This is an optimization exercise on Yosys and OpenROAD, whose aim is small area, a short achievable clock period and few clock cycles, not a production implementation.
Only simulation tests tie the RTL to the original design; equivalence was not proved.
Power is estimated from default activity; no workload was simulated.

==> constraint.sdc <==
create_clock -name core_clock -period 27.0 [get_ports {clk}]
set_input_delay 5.4000 -clock core_clock [delete_from_list [all_inputs] [get_ports {clk}]]
set_output_delay 5.4000 -clock core_clock [all_outputs]
set_load 0.01 [all_outputs]
==> design.v <==
module fp_unpack (
    input  wire [31:0] f,
    output wire [9:0]  e,
    output wire [23:0] m
);
    wire nz = (f[30:23] != 8'd0);
    assign e = nz ? {2'b00, f[30:23]} : 10'd1;
    assign m = {nz, f[22:0]};
endmodule
module fp_addn (
    input  wire        sa,
    input  wire [9:0]  ea,
    input  wire [23:0] ma,
    input  wire        sb,
    input  wire [9:0]  eb,
    input  wire [23:0] mb,
    input  wire        fsh_en,
    input  wire [4:0]  fsh,
    input  wire [9:0]  ebias,
    output wire        s,
    output reg  [9:0]  e,
    output reg  [23:0] m,
    output wire        z
);
    wire        a_ge = fsh_en | ({~ea[9], ea[8:0], ma} >= {~eb[9], eb[8:0], mb});
    wire [9:0]  eL   = (a_ge ? ea : eb) + ebias;
    wire [23:0] mL   = a_ge ? ma : mb;
    wire [23:0] mS   = a_ge ? mb : ma;
    assign s = a_ge ? sa : sb;
    wire        sub  = sa ^ sb;
    wire [9:0]  dab  = ea - eb;
    wire [9:0]  dba  = eb - ea;
    wire [9:0]  dexp = a_ge ? dab : dba;
    wire [4:0]  sh   = fsh_en ? fsh : (dexp[9:5] != 5'd0) ? 5'd31 : dexp[4:0];
    reg [26:0] al;
    reg        st;
    always @* begin
        al = {mS, 3'b000};
        st = 1'b0;
        if (sh[4]) begin st = st | (|al[15:0]); al = {16'b0, al[26:16]}; end
        if (sh[3]) begin st = st | (|al[7:0]);  al = {8'b0,  al[26:8]};  end
        if (sh[2]) begin st = st | (|al[3:0]);  al = {4'b0,  al[26:4]};  end
        if (sh[1]) begin st = st | (|al[1:0]);  al = {2'b0,  al[26:2]};  end
        if (sh[0]) begin st = st | al[0];       al = {1'b0,  al[26:1]};  end
    end
    wire [26:0] als = {al[26:1], al[0] | st};
    wire [27:0] sum = {1'b0, mL, 3'b000} + ({1'b0, als} ^ {28{sub}}) + {27'd0, sub};
    assign z = (sum == 28'd0);
    reg [4:0]  lz;
    integer    k;
    always @* begin
        lz = 5'd0;
        for (k = 0; k < 27; k = k + 1)
            if (sum[k]) lz = 5'd26 - k[4:0];
    end
    wire [26:0] nl = sum[26:0] << lz;
    wire [26:0] nx = sum[27] ? {sum[27:2], sum[1] | sum[0]} : nl;
    wire [9:0]  en = sum[27] ? eL + 10'd1 : eL - {5'd0, lz};
    wire        inc = nx[2] & (nx[1] | nx[0] | nx[3]);
    wire [24:0] mr  = {1'b0, nx[26:3]} + {24'd0, inc};
    always @* begin
        if (mr[24]) begin
            m = 24'h800000;
            e = en + 10'd1;
        end else begin
            m = mr[23:0];
            e = en;
        end
    end
endmodule
module fp_rnd (
    input  wire [25:0] v,
    input  wire [9:0]  ei,
    output reg  [23:0] m,
    output reg  [9:0]  e
);
    wire        inc = v[1] & (v[0] | v[2]);
    wire [24:0] mr  = {1'b0, v[25:2]} + {24'd0, inc};
    always @* begin
        if (mr[24]) begin
            m = 24'h800000;
            e = ei + 10'd1;
        end else begin
            m = mr[23:0];
            e = ei;
        end
    end
endmodule
module srt_row (
    input  wire [27:0] ws,
    input  wire [27:0] wc,
    input  wire [23:0] dm,
    output wire [27:0] ws_o,
    output wire [27:0] wc_o,
    output wire        qp,
    output wire        qn
);
    wire [3:0]  y  = ws[26:23] + wc[26:23];
    assign qp = ~y[3];
    assign qn = y[3] & ~(&y[2:0]);
    wire [27:0] ts = {ws[26:0], 1'b0};
    wire [27:0] tc = {wc[26:0], qp};
    wire [27:0] d2 = {3'b000, dm, 1'b0};
    wire [27:0] ad = qp ? ~d2 : (qn ? d2 : 28'd0);
    wire [27:0] cy = (ts & tc) | (ts & ad) | (tc & ad);
    assign ws_o = ts ^ tc ^ ad;
    assign wc_o = {cy[26:0], 1'b0};
endmodule
module mul_row (
    input  wire [23:0] s,
    input  wire [23:0] c,
    input  wire [23:0] dm,
    input  wire        b,
    output wire [23:0] s_o,
    output wire [23:0] c_o,
    output wire        o
);
    wire [23:0] ad = dm & {24{b}};
    wire [23:0] x  = s ^ c ^ ad;
    assign c_o = (s & c) | (s & ad) | (c & ad);
    assign s_o = {1'b0, x[23:1]};
    assign o   = x[0];
endmodule
module srt4_row (
    input  wire [28:0] ws,
    input  wire [28:0] wc,
    input  wire [23:0] dm,
    output wire [28:0] ws_o,
    output wire [28:0] wc_o,
    output wire [1:0]  qp,      
    output wire [1:0]  qn       
);
    wire signed [6:0] y = ws[26:20] + wc[26:20];
    reg  signed [6:0] m2, m1, m0, mm1;
    always @* begin
        case (dm[22:20])
        3'd0: begin m2 = 7'sd12; m1 = 7'sd3; m0 = -7'sd5;  mm1 = -7'sd13; end
        3'd1: begin m2 = 7'sd14; m1 = 7'sd4; m0 = -7'sd6;  mm1 = -7'sd15; end
        3'd2: begin m2 = 7'sd15; m1 = 7'sd4; m0 = -7'sd6;  mm1 = -7'sd16; end
        3'd3: begin m2 = 7'sd16; m1 = 7'sd4; m0 = -7'sd7;  mm1 = -7'sd18; end
        3'd4: begin m2 = 7'sd18; m1 = 7'sd5; m0 = -7'sd8;  mm1 = -7'sd20; end
        3'd5: begin m2 = 7'sd19; m1 = 7'sd5; m0 = -7'sd8;  mm1 = -7'sd21; end
        3'd6: begin m2 = 7'sd20; m1 = 7'sd5; m0 = -7'sd9;  mm1 = -7'sd23; end
        default: begin m2 = 7'sd22; m1 = 7'sd6; m0 = -7'sd10; mm1 = -7'sd25; end
        endcase
    end
    wire g2  = (y >= m2);
    wire g1  = (y >= m1);
    wire g0  = (y >= m0);
    wire gm1 = (y >= mm1);
    assign qp = {g2, g1 & ~g2};
    assign qn = {~gm1, gm1 & ~g0};
    wire pos = g1;
    wire two = g2 | ~gm1;
    wire nz  = g1 | ~g0;
    wire [28:0] ts = {ws[26:0], 2'b00};
    wire [28:0] tc = {wc[26:0], 1'b0, pos};
    wire [28:0] mul = two ? {2'b00, dm, 3'b000} : {3'b000, dm, 2'b00};
    wire [28:0] ad  = (mul ^ {29{pos}}) & {29{nz}};
    wire [28:0] cy  = (ts & tc) | (ts & ad) | (tc & ad);
    assign ws_o = ts ^ tc ^ ad;
    assign wc_o = {cy[27:0], 1'b0};
endmodule
module quantizer (
    input  wire        clk,
    input  wire        rst,
    input  wire        start,
    input  wire        op,
    input  wire [31:0] a,
    input  wire [31:0] qmin,
    input  wire [31:0] qmax,
    input  wire [7:0]  bits,
    output wire        ready,
    output reg         done,
    output reg  [2:0]  status,
    output wire [31:0] result
);
    localparam [2:0] ST_OK         = 3'd0;
    localparam [2:0] ST_ERR_RANGE  = 3'd3;
    localparam [2:0] ST_ERR_DOMAIN = 3'd4;
    localparam integer KD = 3;         
    localparam integer ND = 4;         
    reg s_idle;    
    reg s_c1;      
    reg s_c2;      
    reg s_c3;      
    reg s_mul;     
    reg s_div;     
    reg s_fin;     
    reg s_fix;     
    reg s_shr;     
    reg s_add;     
    reg s_pack;    
    reg         op_r;
    reg  [4:0]  bb;
    reg         bbad;
    reg  [31:0] A, MN, MX;
    reg  [9:0]  fe;
    reg  [9:0]  de;
    reg  [23:0] dm;
    reg  [28:0] WS, WC;
    reg  [1:0]  cnt;
    reg         g1, g0, stk;
    reg         ysg;
    reg         zres;      
    reg         p2;        
    reg         sa_mx, sa_x, sa_f, sb_f, sb_add;
    reg         sa_mx_n, sa_x_n, sa_f_n, sb_f_n, sb_f2;
    wire [23:0] fm = WS[23:0];
    assign ready  = s_idle;
    assign result = MN & {32{~zres}};
    wire [15:0] mask = ~(16'hFFFF << bb);      
    reg  [23:0] smant;                         
    integer     i;
    always @* begin
        for (i = 0; i < 16; i = i + 1)
            smant[23 - i] = mask[i];
        smant[7:0] = 8'd0;
    end
    function automatic f_lt;    
        input [31:0] x, y;
        reg lt, eq;
        begin
            lt = (x[30:0] < y[30:0]);
            eq = (x[30:0] == y[30:0]);
            if (x[30:0] == 31'b0 && y[30:0] == 31'b0)
                f_lt = 1'b0;
            else if (x[31] != y[31])
                f_lt = x[31];
            else if (!x[31])
                f_lt = lt;
            else
                f_lt = !lt && !eq;
        end
    endfunction
    wire min_fin   = (MN[30:23] != 8'hFF);
    wire max_fin   = (MX[30:23] != 8'hFF);
    wire x_nan     = (A[30:23] == 8'hFF) && (A[22:0] != 23'b0);
    wire u_bad     = (A[31:16] != 16'd0) || ((A[15:0] & ~mask) != 16'd0);
    wire u_zero    = (A[15:0] == 16'd0);
    wire x_le_min  = !f_lt(MN, A);
    wire x_ge_max  = !f_lt(A, MX);
    wire [9:0]  mx_e, mn_e, a_e;
    wire [23:0] mx_m, mn_m, a_m;
    fp_unpack u_upx (.f(MX), .e(mx_e), .m(mx_m));
    fp_unpack u_upn (.f(MN), .e(mn_e), .m(mn_m));
    fp_unpack u_upa (.f(A),  .e(a_e),  .m(a_m));
    wire        ad_sa = (sa_mx & MX[31]) | (sa_x & A[31]);
    wire [9:0]  ad_ea = ({10{sa_mx}} & mx_e) | ({10{sa_x}} & a_e) | ({10{sa_f}} & fe);
    wire [23:0] ad_ma = ({24{~sa_mx_n}} & mx_m) | ({24{~sa_x_n}} & a_m) | ({24{~sa_f_n}} & fm);
    wire        ad_sb = sb_f | (MN[31] ^ ~sb_add);
    wire [9:0]  ad_eb = sb_f ? fe : mn_e;
    wire [23:0] ad_mb = ~sb_f_n ? fm : mn_m;
    wire        ad_s, ad_z;
    wire [9:0]  ad_e;
    wire [23:0] ad_m;
    fp_addn u_add (.sa(ad_sa), .ea(ad_ea), .ma(ad_ma), .sb(ad_sb), .eb(ad_eb), .mb(ad_mb),
                   .fsh_en(sb_f2), .fsh(bb), .ebias({5'd0, bb & {5{sb_f2}}}),
                   .s(ad_s), .e(ad_e), .m(ad_m), .z(ad_z));
    wire ad_ovf = !ad_e[9] && (ad_e[8:0] >= 9'd255);    
    wire ad_sub = ad_e[9] || (ad_e == 10'd0);           
    wire range_bad = !min_fin || !max_fin || ad_s || ad_z;
    wire [23:0] ms1, mc1, ms2, mc2, ms3, mc3, ms4, mc4, ms5, mc5, ms6, mc6;
    wire        mo1, mo2, mo3, mo4, mo5, mo6;
    mul_row u_m1 (.s(WS[23:0]), .c(WC[23:0]), .dm(dm), .b(A[0]), .s_o(ms1), .c_o(mc1), .o(mo1));
    mul_row u_m2 (.s(ms1), .c(mc1), .dm(dm), .b(A[1]), .s_o(ms2), .c_o(mc2), .o(mo2));
    mul_row u_m3 (.s(ms2), .c(mc2), .dm(dm), .b(A[2]), .s_o(ms3), .c_o(mc3), .o(mo3));
    mul_row u_m4 (.s(ms3), .c(mc3), .dm(dm), .b(A[3]), .s_o(ms4), .c_o(mc4), .o(mo4));
    mul_row u_m5 (.s(ms4), .c(mc4), .dm(dm), .b(A[4]), .s_o(ms5), .c_o(mc5), .o(mo5));
    mul_row u_m6 (.s(ms5), .c(mc5), .dm(dm), .b(A[5]), .s_o(ms6), .c_o(mc6), .o(mo6));
    wire        mul_last = (A[22:6] == 17'd0);
    wire [23:0] ph   = ms6 + mc6;
    wire        pstk = stk | g1 | g0 | mo1 | mo2 | mo3 | mo4;
    wire [25:0] pv   = ph[23] ? {ph, mo6, mo5 | pstk} : {ph[22:0], mo6, mo5, pstk};
    wire [9:0]  pe   = de + fe - {9'd0, ~ph[23]};
    reg [4:0] ulead;
    always @* begin
        casez (A[15:0])
        16'b1???????????????: ulead = 5'd16;
        16'b01??????????????: ulead = 5'd15;
        16'b001?????????????: ulead = 5'd14;
        16'b0001????????????: ulead = 5'd13;
        16'b00001???????????: ulead = 5'd12;
        16'b000001??????????: ulead = 5'd11;
        16'b0000001?????????: ulead = 5'd10;
        16'b00000001????????: ulead = 5'd9;
        16'b000000001???????: ulead = 5'd8;
        16'b0000000001??????: ulead = 5'd7;
        16'b00000000001?????: ulead = 5'd6;
        16'b000000000001????: ulead = 5'd5;
        16'b0000000000001???: ulead = 5'd4;
        16'b00000000000001??: ulead = 5'd3;
        16'b000000000000001?: ulead = 5'd2;
        16'b0000000000000001: ulead = 5'd1;
        default:              ulead = 5'd0;
        endcase
    end
    reg  [2:0] upad;
    always @* begin
        case (ulead)
        5'd1, 5'd7,  5'd13: upad = 3'd5;
        5'd2, 5'd8,  5'd14: upad = 3'd4;
        5'd3, 5'd9,  5'd15: upad = 3'd3;
        5'd4, 5'd10, 5'd16: upad = 3'd2;
        5'd5, 5'd11:        upad = 3'd1;
        default:            upad = 3'd0;
        endcase
    end
    wire [28:0] rs [0:KD];
    wire [28:0] rc [0:KD];
    wire [2*KD-1:0] qp, qn;
    assign rs[0] = WS;
    assign rc[0] = WC;
    genvar gi;
    generate
        for (gi = 0; gi < KD; gi = gi + 1) begin : g_srt
            srt4_row u_row (.ws(rs[gi]), .wc(rc[gi]), .dm(dm), .ws_o(rs[gi+1]), .wc_o(rc[gi+1]),
                            .qp(qp[2*(KD-1-gi)+:2]), .qn(qn[2*(KD-1-gi)+:2]));
        end
    endgenerate
    wire [28:0] rw   = rs[1] + rc[1];
    wire        rneg = rw[28];
    wire [28:0] zt0  = (rs[1] ^ rc[1]) ^ {rs[1][27:0] | rc[1][27:0], 1'b0};    
    wire        rsti = (zt0 != 29'd0);
    wire [26:0] zp   = {A[24:0], qp[2*KD-1:2*KD-2]} + ~{MX[24:0], qn[2*KD-1:2*KD-2]} + 27'd1;
    wire        z_ok = p2 | (zp[24] ^ (rneg & (zp[23:0] == 24'd0)));
    wire [24:0] zb   = p2 ? zp[26:2] : zp[25:1];
    wire        zi   = p2 ? (rneg ? (zp[1] & zp[0]) : (zp[1] & (zp[0] | rsti | zp[2])))
                          : (!rneg & zp[0] & (rsti | zp[1]));
    wire [24:0] zb1  = zb + 25'd1;
    wire [24:0] zs   = zi ? zb1 : zb;
    wire [23:0] qm   = zs[24] ? 24'h800000 : zs[23:0];
    wire [9:0]  ze   = fe - de + 10'd127 - {9'd0, p2};
    wire [9:0]  qe   = ze + {9'd0, zs[24]};
    wire        z_sub = ze[9] || (ze == 10'd0);
    wire [26:0] zf   = WS[26:0] - {26'd0, g1};
    wire [25:0] zv   = stk ? {zf[25:2], zf[1], zf[0] | g0} : {zf[24:1], zf[0], g0};
    wire [25:0] rn_v = s_mul ? pv : WS[25:0];
    wire [9:0]  rn_e = s_mul ? pe : fe;
    wire [23:0] rn_m;
    wire [9:0]  rn_eo;
    fp_rnd u_rnd (.v(rn_v), .ei(rn_e), .m(rn_m), .e(rn_eo));
    wire        p_ovf = !rn_eo[9] && (rn_eo[8:0] >= 9'd255);
    wire [16:0] cb   = p2 ? zp[26:10] : zp[25:9];
    wire        cc   = p2 ? ((&zp[9:1]) & (zp[0] | !rneg)) : (!rneg & (&zp[8:0]));
    wire [16:0] cb1  = cb + 17'd1;
    wire [16:0] cs   = cc ? cb1 : cb;
    wire [9:0]  zsh  = 10'd142 - ze;                        
    wire [16:0] zn   = cs >> zsh[4:0];
    reg  [15:0] code;
    always @* begin
        if (!ze[9] && ze >= 10'd143)
            code = mask;
        else if (ze[9] || ze < 10'd126)
            code = 16'd0;
        else if ((zn & ~{1'b0, mask}) != 17'd0)
            code = mask;
        else
            code = zn[15:0];
    end
    wire c1_rerr  = bbad | (op_r & u_bad);
    wire c1_derr  = range_bad | (!op_r & x_nan) | ad_ovf;
    wire c1_err   = c1_rerr | c1_derr;
    wire c1_ezero = !c1_err & !op_r & x_le_min;
    wire c1_emax  = !c1_err & !op_r & !x_le_min & x_ge_max;
    wire c1_emid  = !c1_err & !op_r & !x_le_min & !x_ge_max;
    wire c1_du0   = !c1_err & op_r & u_zero;
    wire c1_dmul  = !c1_err & op_r & !u_zero;
    wire div_end  = (cnt == ND - 1);
    wire fe_one   = (fe == 10'd1);
    wire fin_now  = (s_c1 & (c1_err | c1_ezero)) | (s_c3 & ad_ovf) | (s_mul & mul_last & p_ovf)
                  | (s_fin & z_ok & !op_r) | (s_add & (ad_z | ad_ovf | !ad_sub)) | (s_pack & fe_one);
    wire mn_en    = s_idle | s_c3 | (s_mul & mul_last & p_ovf) | (s_fin & z_ok & !op_r) | s_add
                  | (s_pack & fe_one);
    wire xlt      = ((rn_m & smant) != smant);
    wire [31:0] res = ({32{s_c3}} & {16'd0, mask})
                    | ({32{s_mul}} & 32'h7F800000)
                    | ({32{s_fin}} & {16'd0, code})
                    | ({32{s_add & !ad_z}} & {ad_s, ad_e[7:0] | {8{ad_ovf}}, ad_m[22:0] & {23{!ad_ovf}}})
                    | ({32{s_pack}} & {ysg, 8'd0, WS[22:0]});
    wire w_ad  = (s_c1 & !op_r) | s_c2 | s_c3 | s_add;
    wire w_ms  = s_mul & !mul_last;
    wire w_rn  = (s_mul & mul_last & !xlt) | (s_shr & fe_one);
    wire w_rn2 = s_mul & mul_last & xlt;
    wire w_qm  = s_fin & z_ok & !z_sub;
    wire w_zp  = s_fin & z_ok & z_sub;
    wire w_rp  = s_fin & !z_ok;
    wire w_shr = s_shr & !fe_one;
    wire [28:0] ws_n = ({29{w_ad}}  & {5'd0, ad_m})
                     | ({29{w_ms}}  & {5'd0, ms6})
                     | ({29{w_rn}}  & {5'd0, rn_m})
                     | ({29{w_rn2}} & {4'd0, rn_m, 1'b0})
                     | ({29{w_rp}}  & rs[1])
                     | ({29{s_div}} & rs[KD])
                     | ({29{w_qm}}  & {5'd0, qm})
                     | ({29{w_zp}}  & {2'd0, zp})
                     | ({29{s_fix}} & {3'd0, zv})
                     | ({29{w_shr}} & {4'd0, WS[25:2], WS[1] | WS[0]})
                     | ({29{s_pack}} & {6'd0, WS[23:1]});
    wire [28:0] wc_n = ({29{w_ms}} & {5'd0, mc6}) | ({29{s_div}} & rc[KD]) | ({29{w_rp}} & rc[1]);
    wire f_ad  = s_c1 | s_c2 | s_c3 | s_add;
    wire f_rn  = s_fin & z_ok & !z_sub;
    wire f_pm  = s_mul & mul_last;
    wire f_inc = s_shr | s_pack;
    wire [9:0] fe_n = ({10{f_ad & !op_r}} | {10{s_c2 | s_c3 | s_add}}) & ad_e
                    | ({10{s_c1 & op_r}} & {5'd0, ulead | {4'd0, u_zero}})
                    | ({10{f_rn}} & qe)
                    | ({10{f_pm}} & (rn_eo - {9'd0, xlt}))
                    | ({10{s_fin & z_ok & z_sub}} & ze)
                    | ({10{f_inc}} & (fe + 10'd1));
    wire fe_en = f_ad | (s_mul & mul_last) | (s_fin & z_ok) | ((s_shr | s_pack) & !fe_one);
    wire n_idle = (s_idle & !start) | fin_now;
    wire n_c1   = s_idle & start;
    wire n_c2   = s_c1 & c1_emid;
    wire n_c3   = (s_c1 & c1_emax) | s_c2;
    wire n_mul  = (s_c1 & c1_dmul) | (s_mul & !mul_last);
    wire n_div  = (s_c3 & !ad_ovf) | (s_mul & mul_last & !p_ovf) | (s_div & !div_end);
    wire n_fin  = (s_div & div_end) | (s_fin & !z_ok);
    wire n_fix  = s_fin & z_ok & op_r & z_sub;
    wire n_shr  = s_fix | (s_shr & !fe_one);
    wire n_add  = (s_c1 & c1_du0) | (s_fin & z_ok & op_r & !z_sub) | (s_shr & fe_one);
    wire n_pack = (s_add & !ad_z & !ad_ovf & ad_sub) | (s_pack & !fe_one);
    always @(posedge clk) begin
        if (rst) begin
            s_idle <= 1'b1;
            s_c1   <= 1'b0;
            s_c2   <= 1'b0;
            s_c3   <= 1'b0;
            s_mul  <= 1'b0;
            s_div  <= 1'b0;
            s_fin  <= 1'b0;
            s_fix  <= 1'b0;
            s_shr  <= 1'b0;
            s_add  <= 1'b0;
            s_pack <= 1'b0;
            done   <= 1'b0;
        end else begin
            s_idle <= n_idle;
            s_c1   <= n_c1;
            s_c2   <= n_c2;
            s_c3   <= n_c3;
            s_mul  <= n_mul;
            s_div  <= n_div;
            s_fin  <= n_fin;
            s_fix  <= n_fix;
            s_shr  <= n_shr;
            s_add  <= n_add;
            s_pack <= n_pack;
            done   <= fin_now;
        end
    end
    always @(posedge clk) begin
        if (s_idle) begin
            op_r <= op;
            bb   <= bits[4:0];
            bbad <= (bits == 8'd0) || (bits > 8'd16);
        end
        if (s_c1)
            status <= c1_rerr ? ST_ERR_RANGE : c1_derr ? ST_ERR_DOMAIN : ST_OK;
        if (s_idle | (s_c1 & op_r) | s_mul | s_div | (s_fin & !z_ok))
            A <= ({32{s_idle}} & a)
               | ({32{s_c1}}   & (A << upad))
               | ({32{s_mul}}  & (A >> 6))
               | ({32{s_div}}  & {A[31-2*KD:0], qp})
               | ({32{s_fin}}  & {A[29:0], qp[2*KD-1:2*KD-2]});
        if (s_idle | s_div | (s_fin & !z_ok))
            MX <= ({32{s_idle}} & qmax)
                | ({32{s_div}}  & {MX[31-2*KD:0], qn})
                | ({32{s_fin}}  & {MX[29:0], qn[2*KD-1:2*KD-2]});
        p2 <= s_fin & !z_ok;
        if (mn_en)
            MN <= s_idle ? qmin : res;
        if (s_c1)
            zres <= c1_err | c1_ezero;
        sa_mx   <= n_c1;
        sa_x    <= n_c2;
        sa_f    <= n_c3 | n_add;
        sb_f    <= n_c3;
        sb_add  <= n_add;
        sa_mx_n <= ~n_c1;
        sa_x_n  <= ~n_c2;
        sa_f_n  <= ~(n_c3 | n_add);
        sb_f_n  <= ~n_c3;
        sb_f2   <= n_c3 | rst;
        if (s_c1 | (s_mul & mul_last)) begin
            de <= s_c1 ? ad_e : 10'd126 + {5'd0, bb};
            dm <= s_c1 ? ad_m : smant;
        end
        if (fe_en)
            fe <= fe_n;
        if (s_add)
            ysg <= ad_s;
        WS  <= ws_n;
        WC  <= wc_n;
        g1  <= (s_mul & mo6) | (s_fin & rneg) | (s_fix & g1);
        g0  <= (s_mul & mo5) | (s_fin & rsti) | (s_fix & g0);
        stk <= (s_mul & pstk) | (s_fin & p2) | (s_fix & stk);
        cnt <= s_div ? cnt + 2'd1 : 2'd0;
    end
endmodule
==> config.mk <==
export PLATFORM = sky130hd
export DESIGN_NAME = quantizer
export DESIGN_NICKNAME = quantizer
export VERILOG_FILES = /design/flow/design.v
export SDC_FILE = /design/flow/constraint.sdc
export NUM_CORES = 4
export LEC_CHECK = 0
export CAP_MARGIN = 20
export CORE_MARGIN = 2
export CORE_UTILIZATION = 40
export SLEW_MARGIN = 20
==> run.sh <==
#!/bin/bash
# synth_recipe.tcl (not shown) runs the flow's synth.tcl, then flattens the netlist and writes it again
# the make line also repeats each setting of config.mk as NAME=value (left out here)
make -C /OpenROAD-flow-scripts/flow DESIGN_CONFIG=/design/flow/config.mk WORK_HOME=/design/flow/orfs CLKGATE_MAP_FILE= SYNTH_SCRIPT=/design/flow/synth_recipe.tcl finish
==> results.py, run 1 <==
metrics = {
    "setup_path": {
        "required_ns": 27.33,
        "worstPathArrival_ns": 16.81,
        "crit_type": "reg -> reg",
        "cp_slowest_cell": "a2111oi_2",
        "cp_slowest_stage_delay_ns": 0.81,
        "crit_path_max_fanout": 52,
        "critPathLaunchType": "register",
        "end_kind": "register",
        "cp_common_cell": "a21oi_1",
    },
    "clock_network": {
        "clockBufferDepth": 3,
        "clk_pin_slew_ns": 0.06,
        "post_cts_resized": 0,
        "cts_buffers": 36,
        "cts.sinks": 233,
        "cts_setup_buffers": 0,
        "cts_hold_buf": 0,
        "clock_latency_ns": 0.60,
        "tritoncts": "done",
        "root_buffer": "clkbuf_16",
        "h-tree-depth": 2,
    },
    "sta": {
        "maxSlewViolCount": 0,
        "whs_ns": 0.4235,
        "hold_violations": 0,
        "worst_slew_pin_slew_ns": 1.225,
        "relSlewSlack": 0.1745,
        "layout_min_cycle_time_ns": 16.47,
        "fin_crit_sh": 0.6101,
        "max_freq_ghz": 0.06071,
        "fin_setup_tns_ns": 0,
        "rsz0062_at_grt": "no",
        "finalClockSkew_ns": 0.04370,
        "worst_slack_ns": 10.53,
        "setup_violations": 0,
    },
    "finish": {
        "layout_common_cells": "551 x nand2_1, 519 x inv_1, 405 x nor2_1",
        "fill_cells": 11340,
        "regArea_um2": 6188,
        "multi_input_area_um2": 34990,
        "final_nets": 6410,
        "area_growth_pct": 9.503,
        "drive_above_1_share": 0.06074,
        "mostFrequentLayoutCell": "nand2_1",
    },
    "die": {
        "initial_core_util": 0.4025,
        "die_w_um": 337.3,
        "fp.dieArea_um2": 113700,
        "top_level_ports": 145,
        "rows": 122,
        "coreArea_um2": 110400,
        "die_y_um": 337.3,
    },
    "route": {
        "wl_um": 230400,
        "drc": 0,
        "vias_per_cell": 6.648,
        "wl_per_cell_um": 31.80,
        "via_count": 48150,
        "drtIter0Drc": 7561,
        "first_pass_iters": 13,
        "postRouteAntennaNets": 0,
    },
    "logic_synthesis": {
        "synth_edf_count": 151,
        "synth_cells": 5765,
        "synthTopCellsByArea": "ha_1 10%, edfxtp_1 10%, fa_1 9.9%, mux2i_1 5.9%, nand2_1 4.7%",
        "yosys.area.top_type_share": 0.1022,
        "postSynthAreaPerCell_um2": 7.706,
        "synth_area_um2": 44420,
        "synth-seq-cells": 233,
        "synth.distinct_cells": 125,
        "synth_top_flop_cell": "edfxtp_1",
        "yosys_warnings": 4,
        "synth_top_cell_by_area": "ha_1",
        "yosysSeqAreaShare": 0.1390,
        "async_flop_share": 0,
    },
    "global_routing": {
        "grt_first_pass_wirelength_um": 326500,
        "grtUsageTotal": 0.3930,
        "grt.overflow.total": 0,
        "grt_antenna_before_repair": 17,
        "grt_max_degree": 70,
        "grt_pass1_vias": 44800,
    },
    "status": {
        "status": "complete, no violations",
    },
    "placed_design": {
        "port_buffers": 144,
        "place_ws_ns": 10.66,
        "dp_hpwl_um": 184600,
        "gp_congestion": 1.112,
    },
    "pwr": {
        "p_leak_nw": 20.17,
        "pwr-share-clk": 0.067,
        "internal_power_w": 0.002850,
        "p_per_area_nw_per_um2": 153.6,
        "peakVddDrop_mv": 0.1446,
        "power_switching_share": 0.6187,
        "power_frac_comb": 0.861,
        "switchingPower_w": 0.004623,
        "seqPwrFrac": 0.072,
    },
    "worst_hold_path": {
        "holdCritPathClass": "reg -> reg",
    },
    "job": {
        "cap_violations": 0,
    },
}
==> sequential cells by signal, indices dropped and copies added, names as in the netlist, 2 cells and up <==
signal / flops
A: 32
MN: 32
MX: 32
WC: 27
WS: 27
bb: 5
cnt: 2
de: 10
dm: 24
fe: 10
status: 2
==> routing by layer <==
metal / vias to the layer above / track usage / part of all wire
li1: 20880 / - / -
met1: 23430 / 0.5170 / 0.40
met2: 3190 / 0.5757 / 0.41
met3: 635 / 0.1362 / 0.13
met4: 16 / 0.1778 / 0.055
met5: - / 0 / 0.00046
==> worst paths after layout <==
path         startpoint  endpoint  slack (ns)  cells past startpoint
max               WS[3]    MN[24]       10.53                     53
min              cnt[0]    cnt[0]        0.42                      1
max reg2reg       WS[3]    MN[24]       10.53                     53
min reg2reg      cnt[0]    cnt[0]        0.42                      1
==> cells in the mapped netlist, types with 20 or more instances <==
library cell / instances
and2_1: 73
buf_2: 23
dfxtp_1: 82
mux2_2: 30
mux2i_1: 261
nand2_1: 551
o221ai_1: 66
clkbuf_1: 288
buf_1: 38
nor4_1: 56
and3_1: 41
a21boi_0: 20
nor3_1: 139
or3_1: 34
nand2b_1: 62
inv_1: 519
nor2b_1: 95
ha_1: 363
nand4_1: 80
o31ai_1: 25
o21ai_0: 299
a22oi_1: 89
a31oi_1: 46
edfxtp_1: 151
a211o_1: 20
nand3_1: 148
nor2_1: 406
o22ai_1: 36
o21a_1: 32
a221oi_1: 51
o21bai_1: 32
xnor2_1: 217
a222oi_1: 90
fa_1: 219
a32oi_1: 21
a211oi_1: 41
a21oi_1: 403
o21ai_1: 32
o211ai_1: 53
a21o_1: 93
xor2_1: 88
==> critical path: cells and delay by family, from the launching register on <==
kind                       cells  cell delay, ns
DFF                            1            0.72
buffers and inverters          3            1.13
adders and majority gates      4            1.44
and+or+nand+nor               12            3.68
xor gates and xnor gates       6            1.74
AOI/OAI and AO/OA             28            7.44
==> power by group through the flow <==
stage	Sequential (W)	Combinational, W	Clock, W
2_1_floorplan	0.000479	0.00411	0
3_3_place_gp	0.000539	0.00617	0
3_5_place_dp	0.000539	0.00616	0
4_1_cts	0.000533	0.00619	0.000493
5_1_grt	0.000540	0.00680	0.000505
6_report	0.000541	0.00643	0.000498
==> logic make-up after synthesis <==
group	share of synthesized area
other cells	0.00008442
compound gates	0.2555
simple gates	0.1973
fa+ha+maj	0.2014
flops	0.1390
mux	0.06923
xor+xnor	0.06087
buf+inv	0.07658
==> cell type report <==
cell class                      instances  share of cell area
Multi-Input combinational cell       4645              0.7194
Sequential cell                       233              0.1272
Timing Repair Buffer                  273             0.04954
Inverter                              531             0.04103
Tap cell                             1488             0.03827
Clock buffer                           48             0.02117
Clock inverter                         16            0.002958
Antenna cell                            9           0.0004630
==> stage by stage <==
step                      total power (W)  cells    util  instance area, um2
after floorplan                  0.004587   5766       -               44430
final                            0.007473   7243  0.4408               48640
after CTS                        0.007221   7233  0.4403               48590
after global routing             0.007848   7234  0.4406               48620
after global placement           0.006706   7169  0.4297               47420
after detailed placement         0.006696   7169  0.4297               47420
Testbench counts, summed over its fixed seeds: cycles 71,716.
==> inputs of run 2 (changes only) <==
--- a/config.mk
+++ b/config.mk
@@ -8,4 +8,5 @@
 export CAP_MARGIN = 20
 export CORE_MARGIN = 2
 export CORE_UTILIZATION = 40
+export GPL_ROUTABILITY_DRIVEN = 0
 export SLEW_MARGIN = 20
==> run 2 against run 1 <==
  * Core utilization decreased by 0.081 points
  * Via count increased by 0.97%
  * Wire length decreased by 7.2%
  * Power decreased by 2.5%
  * Combinational power decreased by 3%
  * Cell count decreased by 0.18%
  * Design area decreased by 0.18%
  * Hold slack got worse by 0.0015 ns
  * Clock skew increased by 0.012 ns
  * Largest power group unchanged
  * Count of clock-buffer cells in the layout decreased by 7
  * Synthesized cell count unchanged
==> results.py, run 2 <==
metrics = {
    "status": {
        "status": "complete, no violations",
    },
    "setup_path": {
        "critical-path-top-delay-family": "adder cells",
        "worstPathArrival_ns": 16.62,
        "critPathBufInv": 6,
        "required_ns": 27.42,
        "crit_path_max_fanout": 28,
        "cp_common_cell": "ha_1",
        "timing.rr.start": "WS[21]",
        "cp_slowest_stage_delay_ns": 0.99,
        "cp_slowest_cell": "dfxtp_1",
        "timing.reg2reg.setup_slack_ns": 10.80,
        "end_kind": "register",
        "crit_type": "reg -> reg",
        "ff2ff_path_depth": 50,
        "critPathLaunchType": "register",
        "worstReg2RegEnd": "WS[9]",
    },
    "die": {
        "top_level_ports": 145,
        "die_w_um": 337.3,
        "coreArea_um2": 110400,
        "fp.dieArea_um2": 113700,
        "rows": 122,
        "initial_core_util": 0.4025,
        "die_y_um": 337.3,
    },
    "sta": {
        "setup_violations": 0,
        "layout_min_cycle_time_ns": 16.20,
        "hold_violations": 0,
        "rsz0062_at_grt": "no",
        "fin_setup_tns_ns": 0,
        "finalClockSkew_ns": 0.05579,
        "whs_ns": 0.4220,
        "fin_crit_sh": 0.6001,
        "max_freq_ghz": 0.06171,
        "relSlewSlack": 0.1121,
        "worst_slew_pin_slew_ns": 1.329,
        "maxSlewViolCount": 0,
    },
    "clock_network": {
        "clk_pin_slew_ns": 0.08,
        "h-tree-depth": 2,
        "post_cts_resized": 0,
        "cts.sinks": 233,
        "root_buffer": "clkbuf_16",
        "cts_hold_buf": 0,
        "clockBufferDepth": 3,
        "cts_buffers": 34,
        "cts_setup_buffers": 0,
        "tritoncts": "done",
        "clock_latency_ns": 0.61,
    },
    "global_routing": {
        "grt.overflow.total": 0,
        "grt_busiest_layer": "met2",
        "grtUsageTotal": 0.3612,
        "grt_max_degree": 71,
        "use_met2": 0.5134,
        "use_met1": 0.4504,
        "gr-usage-met3": 0.1626,
        "grt_antenna_before_repair": 25,
        "grt_pass1_vias": 44610,
        "grt_first_pass_wirelength_um": 305300,
    },
    "route": {
        "via_count": 48620,
        "drtIter0Drc": 8348,
        "first_pass_iters": 11,
        "wl_per_cell_um": 29.57,
        "vias_per_cell": 6.725,
        "wl_um": 213800,
        "postRouteAntennaNets": 0,
        "drc": 0,
    },
    "worst_hold_path": {
        "holdCritPathClass": "reg -> reg",
        "hold_path_depth": 1,
        "holdPathEnd": "cnt[0]",
        "hold_path_startpoint": "cnt[0]",
    },
    "logic_synthesis": {
        "synth_cells": 5765,
        "synthTopCellsByArea": "ha_1 10%, edfxtp_1 10%, fa_1 9.9%, mux2i_1 5.9%, nand2_1 4.7%",
        "synth_top_flop_cell": "edfxtp_1",
        "synth_top_cell_by_area": "ha_1",
        "yosysSeqAreaShare": 0.1390,
        "yosys_warnings": 4,
        "synth_area_um2": 44420,
        "yosysMostFrequentCell": "nand2_1",
        "yosys.area.top_type_share": 0.1022,
        "synth.distinct_cells": 125,
        "postSynthAreaPerCell_um2": 7.706,
        "synth-seq-cells": 233,
        "async_flop_share": 0,
        "synthTopCellsByCount": "551 x nand2_1, 519 x inv_1, 406 x nor2_1",
        "synth_edf_count": 151,
    },
    "placed_design": {
        "port_buffers": 144,
        "dp_hpwl_um": 169800,
    },
    "finish": {
        "final_nets": 6395,
        "fill_cells": 11190,
        "multi_input_area_um2": 34950,
        "area_growth_pct": 9.303,
        "top_regs": "A x32, MN x32, MX x32",
        "post-route-util": 0.4400,
        "mostFrequentLayoutCell": "nand2_1",
        "drive_above_1_share": 0.05758,
        "regArea_um2": 6188,
        "layout_common_cells": "551 x nand2_1, 519 x inv_1, 405 x nor2_1",
    },
    "pwr": {
        "p_leak_nw": 20.11,
        "peakVddDrop_mv": 0.1212,
        "p_per_area_nw_per_um2": 150.1,
    },
    "job": {
        "cap_violations": 0,
    },
}
[run 2: final cells by class]
class                   count  share of cell area
repair buffers            260             0.04803
diodes                     11           0.0005669
clock buffers              41             0.01850
multi-input cells        4645              0.7199
inverters                 531             0.04110
clock inverters            21            0.006133
well taps                1488             0.03834
flip-flops and latches    233              0.1275
[run 2: layer usage]
layer,part of all wire,wire (um),vias to the layer above
li1,-,-,20870
met4,0.068,14470,32
met2,0.40,85630,3585
met1,0.38,80540,23250
met5,0.0022,477,-
met3,0.15,32670,877
[run 2: cell families (layout without fill, tap and decap cells)]
family / Yosys count / count (layout) / share of synthesized area
AOI/OAI and AO/OA: 1652 / 1652 / 0.2555
adders and majority gates: 584 / 584 / 0.2014
xor gates and xnor gates: 307 / 307 / 0.06087
muxes: 298 / 298 / 0.06923
other: 1 / 13 / 0.00008442
and+or+nand+nor: 1802 / 1802 / 0.1973
DFF: 233 / 233 / 0.1390
buffers and inverters: 888 / 853 / 0.07658
[run 2: power breakdown]
| group | internal (W) | switching (W) | total, W |
|---|---|---|---|
| Clock | 0.000306 | 0.000208 | 0.000514 |
| Combinational | 0.00211 | 0.00412 | 0.00623 |
| Sequential | 0.000439 | 0.000104 | 0.000543 |
| Total | 0.00285 | 0.00443 | 0.00729 |
[run 2: per-stage QoR]
stage          total power (W)  cells  setup slack (ns)  cell area, um2
2_1_floorplan         0.004587   5766             13.78           44430
3_3_place_gp          0.006432   7156             11.36           47290
4_1_cts               0.006999   7219             11.07           48520
3_5_place_dp          0.006459   7157             11.06           47320
6_report              0.007287   7230             10.80           48560
5_1_grt               0.007652   7219             9.738           48530
[run 2: worst max path at each step]
stage / from / slack (ns) / to / depth (start not counted)
floorplan: sb_f_n / 13.78 / MN[27] / 58
global placement: sa_x_n / 11.36 / MN[23] / 53
detailed placement: sa_x_n / 11.06 / MN[24] / 51
CTS: sa_x_n / 11.07 / MN[27] / 51
global route: A[27] / 9.74 / MN[6] / 53
finish: WS[21] / 10.80 / WS[9] / 50
==> inputs of run 3 (changes only) <==
--- a/config.mk
+++ b/config.mk
@@ -7,6 +7,7 @@
 export LEC_CHECK = 0
 export CAP_MARGIN = 20
 export CORE_MARGIN = 2
-export CORE_UTILIZATION = 40
+export CORE_UTILIZATION = 45
 export GPL_ROUTABILITY_DRIVEN = 0
+export PLACE_DENSITY = 0.7
 export SLEW_MARGIN = 20
==> run 3 against run 2 <==
  * Synthesized cell count stayed put
  * Power is 2.5% lower
  * Flip-flop and latch count unchanged
  * Via count is 0.74% higher
  * Global-route usage up 0.86 points
  * Sequential power up 1%
  * Area after synthesis did not move
  * Critical endpoint is now MN[23]
  * Largest cell class unchanged
  * Largest power group unchanged
  * Highest routed layer unchanged
==> results.py, run 3 <==
metrics = {
    "status": {
        "status": "complete, no violations",
    },
    "logic_synthesis": {
        "yosysMostFrequentCell": "nand2_1",
        "synth_area_um2": 44420,
        "postSynthAreaPerCell_um2": 7.706,
        "synth.distinct_cells": 125,
        "yosysSeqAreaShare": 0.1390,
        "yosys.area.top_type_share": 0.1022,
        "synthTopCellsByArea": "ha_1 10%, edfxtp_1 10%, fa_1 9.9%, mux2i_1 5.9%, nand2_1 4.7%",
        "yosys_warnings": 4,
        "synth_top_cell_by_area": "ha_1",
        "synthTopCellsByCount": "551 x nand2_1, 519 x inv_1, 406 x nor2_1",
        "synth_cells": 5765,
        "async_flop_share": 0,
        "synth_edf_count": 151,
        "synth_top_flop_cell": "edfxtp_1",
        "synth-seq-cells": 233,
    },
    "die": {
        "top_level_ports": 145,
        "rows": 115,
        "initial_core_util": 0.4527,
        "coreArea_um2": 98130,
        "die_y_um": 318.2,
        "die_w_um": 318.2,
        "fp.dieArea_um2": 101200,
    },
    "setup_path": {
        "ff2ff_path_depth": 56,
        "end_kind": "register",
        "required_ns": 27.41,
        "crit_type": "reg -> reg",
        "timing.reg2reg.setup_slack_ns": 10.86,
        "timing.rr.start": "A[23]",
        "cp_common_cell": "a21oi_1",
        "critPathLaunchType": "register",
        "crit_path_max_fanout": 52,
        "cp_slowest_stage_delay_ns": 0.86,
        "worstReg2RegEnd": "MN[23]",
        "cp_slowest_cell": "a21o_1",
        "worstPathArrival_ns": 16.55,
    },
    "sta": {
        "hold_violations": 0,
        "maxSlewViolCount": 0,
        "rsz0062_at_grt": "no",
        "max_freq_ghz": 0.06195,
        "setup_violations": 0,
        "finalClockSkew_ns": 0.05732,
        "fin_crit_sh": 0.5978,
        "fin_setup_tns_ns": 0,
        "worst_slew_pin_slew_ns": 1.194,
        "layout_min_cycle_time_ns": 16.14,
        "relSlewSlack": 0.1985,
    },
    "clock_network": {
        "post_cts_resized": 0,
        "clockBufferDepth": 3,
        "cts_setup_buffers": 0,
        "cts_buffers": 29,
        "cts_hold_buf": 0,
        "clk_pin_slew_ns": 0.07,
        "h-tree-depth": 1,
        "tritoncts": "done",
        "root_buffer": "clkbuf_16",
        "clock_latency_ns": 0.67,
        "cts.sinks": 233,
    },
    "placed_design": {
        "dp_hpwl_um": 153500,
        "placed_area_um2": 46960,
        "port_buffers": 144,
    },
    "global_routing": {
        "grt_max_degree": 81,
        "grt.overflow.total": 0,
        "grt_pass1_vias": 44890,
        "grt_first_pass_wirelength_um": 289400,
        "grt_antenna_before_repair": 11,
        "grtUsageTotal": 0.3698,
    },
    "worst_hold_path": {
        "holdPathEnd": "cnt[0]",
        "hold_path_startpoint": "cnt[0]",
        "hold_path_depth": 1,
        "holdCritPathClass": "reg -> reg",
    },
    "pwr": {
        "internal_power_w": 0.002762,
        "finalPower_w": 0.007102,
        "seqPwrFrac": 0.078,
        "p_per_area_nw_per_um2": 147.8,
        "switchingPower_w": 0.004340,
        "power_switching_share": 0.6111,
        "power_frac_comb": 0.861,
        "peakVddDrop_mv": 0.1552,
        "pwr-share-clk": 0.061,
        "p_leak_nw": 19.96,
    },
    "finish": {
        "mostFrequentLayoutCell": "nand2_1",
        "regArea_um2": 6188,
        "final_nets": 6380,
        "stdcell_area_um2": 48060,
        "area_growth_pct": 8.182,
        "multi_input_area_um2": 34960,
        "layout_common_cells": "551 x nand2_1, 519 x inv_1, 405 x nor2_1",
        "drive_above_1_share": 0.05619,
        "top_regs": "A x32, MN x32, MX x32",
        "fill_cells": 9611,
    },
    "route": {
        "via_count": 48980,
        "drtIter0Drc": 9666,
        "drc": 0,
        "vias_per_cell": 6.981,
        "wl_per_cell_um": 28.06,
        "first_pass_iters": 22,
        "wl_um": 196900,
        "postRouteAntennaNets": 0,
    },
    "job": {
        "cap_violations": 0,
    },
}
[run 3: cell counts after synthesis]
Identical to the previous run, type by type.
[run 3: worst max path at each step]
stage	from	to	slack [ns]
floorplan	sb_f_n	MN[27]	13.78
global placement	A[15]	MN[27]	11.92
detailed placement	A[15]	MN[23]	11.60
CTS	A[15]	MN[23]	11.49
global route	A[24]	MN[23]	9.79
finish	A[23]	MN[23]	10.86
[run 3: area by class of cell]
type	instances	area share
inverter	531	0.04153
clock buffer	34	0.01679
antenna	16	0.0008331
tap	1287	0.03351
clock inverter	20	0.004140
timing repair buffer	250	0.04686
multi-input combinational	4645	0.7276
sequential	233	0.1288
[run 3: power groups by stage]
stage | logic, W | registers [W] | clock network [W]
2_1_floorplan | 0.00411 | 0.000479 | 0
3_3_place_gp | 0.00569 | 0.000543 | 0
3_5_place_dp | 0.00574 | 0.000543 | 0
4_1_cts | 0.00578 | 0.000537 | 0.000428
5_1_grt | 0.00645 | 0.000549 | 0.000439
6_report | 0.00612 | 0.000551 | 0.000433
[run 3: per-layer routing]
metal | vias to the layer above | global-route usage | part of all wire
li1 | 20830 | - | -
met1 | 22800 | 0.4742 | 0.37
met2 | 4303 | 0.5280 | 0.39
met3 | 1022 | 0.1389 | 0.16
met4 | 22 | 0.2108 | 0.076
met5 | - | 0.01749 | 0.0024
[run 3: logic make-up (layout without fill, tap and decap cells)]
kind of cell               count (synthesis)  after routing  synth area share
adders and majority gates                584            584            0.2014
AOI/OAI and AO/OA                       1652           1652            0.2555
DFF                                      233            233            0.1390
muxes                                    298            298           0.06923
other                                      1             18        0.00008442
xor gates and xnor gates                 307            307           0.06087
and+or+nand+nor                         1802           1802            0.1973
buffers and inverters                    888            835           0.07658
[run 3: critical path: cells and delay by family, from the launching register on]
family,cells,cell delay (ns)
AO/OA/AOI/OAI,25,7.09
buffers and inverters,3,0.67
multiplexers,1,0.36
flip-flops,1,0.57
AND/OR/NAND/NOR,20,4.80
adder cells (fa/ha/maj),4,1.45
XOR/XNOR,3,0.89
[run 3: stage by stage]
stage	worst slack [ns]	util	hold slack (ns)	cells
final	10.86	0.4897	0.4256	7016
after CTS	11.49	0.4888	0.4216	6998
after floorplan	13.78	-	0.3992	5766
after detailed placement	11.60	0.4785	0.4120	6944
after global placement	11.92	0.4785	0.4086	6944
after global routing	9.792	0.4893	0.4540	7000

port drivers added, routing unchanged:
The results above use ideal ports. As a check the final layouts listed here were re-extracted and re-timed, cells and wires unchanged. Step 1 assumes that a clkbuf_16 drives the clock port and a buf_2 every other input. Step 2 times the ports against the registers' clock, not the clock port: input delays grow and output delays shrink by t, the midpoint of the rising clock arrivals with the driver on. Three values: no drivers, after step 1, after step 2; two values: the first two.
run	t (ns)	setup slack, ns	hold WS [ns]	latest minus earliest clock arrival (ns)
run 1	0.659	10.528 / 10.528 / 10.528	0.423 / 0.423 / 0.423	0.043 / 0.044
run 2	0.657	10.796 / 10.796 / 10.796	0.422 / 0.422 / 0.422	0.055 / 0.056
run 3	0.701	10.859 / 10.859 / 10.859	0.426 / 0.426 / 0.426	0.058 / 0.057
After both steps every run listed still meets setup and hold.
